This design comes from an exercise in tuning for small area and few clock cycles on the open sky130 flow, not from production work. RTL that was checked went through simulation tests only; none was proved equivalent to the original. The clock port is modelled as an ideal driver; clocking choices that lean on that would not hold on a real chip. Power and IR drop assume default switching activity.

==> flow/design.v (excerpt) <==
module spi_flash_seq (
    input  wire        clk,
    input  wire        rst,
    input  wire        req_valid,
    output wire        req_ready,
    input  wire [2:0]  req_op,
    input  wire [23:0] req_addr,
    input  wire [15:0] req_len,
    input  wire [15:0] req_rd_len,
    input  wire [7:0]  req_dummy,
    input  wire [15:0] req_page_size,
    output wire [15:0] pl_addr,
    input  wire [7:0]  pl_data,
    output wire        out_valid,
    output wire [7:0]  out_data,
    output wire        resp_valid,
    output wire [3:0]  resp_code,
    output wire        tx_valid,
    output wire [7:0]  tx_data,
    output wire        tx_last,
    input  wire        tx_ready,
    input  wire        wr_done,
    input  wire        wr_err,
    input  wire [31:0] wr_count,
    output wire        rx_req,
    output wire [15:0] rx_max,
    input  wire        rx_valid,
    input  wire [7:0]  rx_data,
    input  wire        rx_last,
    input  wire        rx_err
);
For scale: about 1400 cells after synthesis, about 200 I/O pins, ~9700 um^2 of cells after synthesis.
==> flow/config.mk <==
export PLATFORM = sky130hd
export DESIGN_NAME = spi_flash_seq
export DESIGN_NICKNAME = spi_flash_seq
export VERILOG_FILES = /design/flow/design.v
export SDC_FILE = /design/flow/constraint.sdc
export NUM_CORES = 4
export LEC_CHECK = 0
export CAP_MARGIN = 20
export CORE_MARGIN = 2
export CORE_UTILIZATION = 55
export SLEW_MARGIN = 20
==> flow/constraint.sdc <==
create_clock -name core_clock -period 10.0 [get_ports {clk}]
set_input_delay 2.0000 -clock core_clock [delete_from_list [all_inputs] [get_ports {clk}]]
set_output_delay 2.0000 -clock core_clock [all_outputs]
set_load 0.01 [all_outputs]
standard.sh (not shown) runs the stock make flow with config.mk's settings and CLKGATE_MAP_FILE= SYNTH_SCRIPT=/design/flow/synth_recipe.tcl, a recipe that flattens the netlist after the stock synthesis.
==> flow/flow/run.sh <==
#!/bin/bash
# Layout flow: the standard flow (standard.sh) with three changes.
#  1. Between synthesis and floorplan, the combinational gates of the
#     standard synthesis netlist are re-mapped by ABC with area-oriented
#     scripts (each flip-flop instance, its name and cell type are kept;
#     the smallest result is used).
#  2. Ports are buffered with sky130_fd_sc_hd__buf_1 instead of the default.
#  3. Clock tree synthesis without dummy loads, with clkbuf_8 buffers; if
#     the flip-flop clock-pin slew after CTS comes out over 115 ps, CTS is
#     run again with clkbuf_16 buffers.
# Each tool's output goes to a log_*.txt file in this folder.
set -euo pipefail
R=orfs/results/sky130hd/spi_flash_seq/base
LOGS=orfs/logs/sky130hd/spi_flash_seq/base
YOSYS=$(command -v yosys || echo $FLOW_HOME/../tools/install/yosys/bin/yosys)
OPENROAD=$(command -v openroad || echo $FLOW_HOME/../tools/install/OpenROAD/bin/openroad)

export BUFFER_PORTS_ARGS="-buffer_cell sky130_fd_sc_hd__buf_1"
CTS_BASE="-sink_clustering_enable -repair_clock_nets -dont_use_dummy_load"
export CTS_ARGS="$CTS_BASE -buf_list sky130_fd_sc_hd__clkbuf_8"

# 1. standard synthesis
bash standard.sh synth > log_1_standard_synth.txt 2>&1

# 2. area re-mapping of the combinational logic
cp $R/1_2_yosys.v $R/1_2_yosys_standard.v
export REMAP_LIB=$FLOW_HOME/platforms/sky130hd/lib/sky130_fd_sc_hd__tt_025C_1v80.lib
export REMAP_IN=$R/1_2_yosys_standard.v
export REMAP_DONT_USE="$(grep -o -- '-dont_use [A-Za-z0-9_]*' $LOGS/1_2_yosys.log | awk '{print $2}' | sort -u | tr '\n' ' ')"
best=""; best_area=""
for s in flow/abc_*.abc; do
  n=$(basename $s .abc)
  REMAP_SCRIPT=$PWD/$s REMAP_OUT=$PWD/remap_$n.v REMAP_STAT_IN=$PWD/remap_${n}_stat_in.txt \
    REMAP_STAT_OUT=$PWD/remap_${n}_stat_out.txt $YOSYS -c flow/remap.tcl > log_2_remap_$n.txt 2>&1 &
done
wait
for s in flow/abc_*.abc; do
  n=$(basename $s .abc)
  a=$(grep -m1 "Chip area for module '.spi_flash_seq'" remap_${n}_stat_out.txt 2>/dev/null | awk '{print $NF}') || true
  [[ -n "$a" && -s remap_$n.v ]] || continue
  if [[ -z "$best" ]] || awk -v a=$a -v b=$best_area 'BEGIN{exit !(a<b)}'; then best=$n; best_area=$a; fi
done
echo "remap: using $best ($best_area um2)" > log_2_remap_choice.txt
if [[ -n "$best" ]]; then cp remap_$best.v $R/1_2_yosys.v; fi
rm -f $R/1_synth.odb $R/1_synth.sdc

# 3. floorplan, placement and CTS
bash standard.sh cts > log_3_standard_cts.txt 2>&1
slew=$(CLKCHECK_ODB=$R/4_cts.odb CLKCHECK_SDC=$R/4_cts.sdc $OPENROAD -no_init -exit flow/clkcheck.tcl 2>&1 | tee log_3_clkcheck.txt | awk '/^CLKSLEW/ {print $2}')
echo "clock slew after CTS with clkbuf_8: $slew" > log_3_clkcheck_choice.txt
if [[ -z "$slew" ]] || awk -v s=$slew 'BEGIN{exit !(s>0.115)}'; then
  echo "redo CTS with clkbuf_16" >> log_3_clkcheck_choice.txt
  bash standard.sh clean_cts > log_3_clean_cts.txt 2>&1
  export CTS_ARGS="$CTS_BASE -buf_list sky130_fd_sc_hd__clkbuf_16"
  bash standard.sh cts > log_3_standard_cts2.txt 2>&1
fi

# 4. the rest of the standard flow
bash standard.sh finish > log_4_standard_finish.txt 2>&1
Other scripts of this flow, unchanged in this note and not shown: flow/flow/abc_amap.abc, flow/flow/abc_amap2.abc, flow/flow/abc_amapm2.abc, flow/flow/abc_deep40.abc, flow/flow/clkcheck.tcl, flow/flow/remap.tcl
Edit:
--- a/flow/design.v
+++ b/flow/design.v
@@ -119,28 +119,26 @@
         else case (C[1:0])
             2'd0: preb = opc;
             2'd1: preb = A[23:16];
             2'd2: preb = A[15:8];
             default: preb = A[7:0];
         endcase
     end
     wire [15:0] Pinc    = P + 16'd1;
     wire        pl_end  = (Pinc == PL);
     wire        pl_none = (PL == 16'd0);
-    wire        c47     = (C == 6'd47);
-    wire        c51     = (C == 6'd51);
-    wire        hdr_last = setreg ? ((c47 & x0) | (c51 & pl_none)) : (C == 6'd7);
-    wire        hdr_pl   = setreg & ((c47 & pre0 & ~x0) | (c51 & ~pl_none));
+    wire        hdr_end = setreg ? (C == 6'd47) : (C == 6'd7);
+    wire        hdr_last = hdr_end & (~setreg | x0);
     wire        c3      = (C[1:0] == 2'd3);
-    assign tx_valid = (st == S_HDR) | (st == S_PL) | (st == S_PAD);
+    assign tx_valid = (st == S_HDR) | (st == S_PRE) | (st == S_PL) | (st == S_PAD);
     assign tx_data  = (st == S_PL) ? pl_data : (st == S_PAD) ? 8'hFF : hdr;
-    assign tx_last  = ((st == S_HDR) & hdr_last) |
+    assign tx_last  = ((st == S_HDR) & hdr_last) | ((st == S_PRE) & c3 & pl_none) |
                       ((st == S_PL) & c3 & pl_end) | ((st == S_PAD) & c3);
     wire        cin   = (st == S_ADV);
     wire [15:0] Ssum  = S + P + {15'd0, cin};
     assign pl_addr = Ssum;
     wire [24:0] asum  = {1'b0, A} + {9'd0, (st == S_DISP) ? L : PS};
     wire        range_bad = asum[24] & (asum[23:0] != 24'd0);
     wire        rdreg  = pk[1];
     wire [9:0]  expct  = (pk == K_RDDATA) ? n : 10'd40;
     wire        wr_ok  = setreg ? (wr_count == {15'd0, N} + 32'd8) : (wr_count == 32'd8);
     wire        pay    = C[3];
@@ -247,22 +245,29 @@
                         st <= S_DISP;
                     end
                 end
                 S_RESP: st <= S_IDLE;
                 S_HDR: begin
                     if (setreg) P <= 16'd0;
                     if (tx_ready) begin
                         C <= C + 6'd1;
                         if (hdr_last)
                             st <= S_ACK;
-                        else if (hdr_pl)
-                            st <= S_PL;
+                        else if (hdr_end)
+                            st <= pre0 ? S_PL : S_PRE;
+                    end
+                end
+                S_PRE: begin
+                    if (tx_ready) begin
+                        C <= C + 6'd1;
+                        if (c3)
+                            st <= pl_none ? S_ACK : S_PL;
                     end
                 end
                 S_PL: begin
                     if (tx_ready) begin
                         C <= C + 6'd1;
                         P <= Pinc;
                         if (pl_end)
                             st <= c3 ? S_ACK : S_PAD;
                     end
                 end
The changed run finished clean. Synthesized cell count barely changes. Cell area is lower slightly. Maximum frequency came out lower by a few percent. Cell count is about the same. Routed wire length goes down slightly. Clock-buffer cell count stays the same. Core utilization fell by 0.49 points. Setup slack is worse by 0.19 ns. Area after synthesis increases slightly. Die area is higher slightly. Worst hold slack improves by 0.049 ns. Combinational power climbs by about a fifth.
Testbench counts after the change, summed over its fixed seeds: cycles 1,078,149.
No functional check of the RTL was part of the first run of this note.

[afterwards: timing with drivers on the ports]
Ports are ideal in the flow. The routed layouts listed here were re-timed in OpenROAD. Step 1 (the two cells are an assumption about what drives the block):
set clk [get_ports {clk}]
set_driving_cell -lib_cell sky130_fd_sc_hd__clkbuf_16 $clk
set_driving_cell -lib_cell sky130_fd_sc_hd__buf_2 [delete_from_list [all_inputs] $clk]
Step 2 times the ports against the registers' clock, not the clock port: input delays grow and output delays shrink by t, the midpoint of the rising clock arrivals with the driver on. Slacks: ideal ports / drivers / drivers and shift; pairs: ideal ports / drivers.
| run | t (ns) | setup WS [ns] | hold WS [ns] |
|---|---|---|---|
| the first run | 0.391 | 1.485 / 1.485 / 1.485 | 0.550 / 0.550 / 0.550 |
| the second run | 0.426 | 1.297 / 1.297 / 1.297 | 0.599 / 0.599 / 0.599 |
After both steps setup and hold are still met in every run listed.
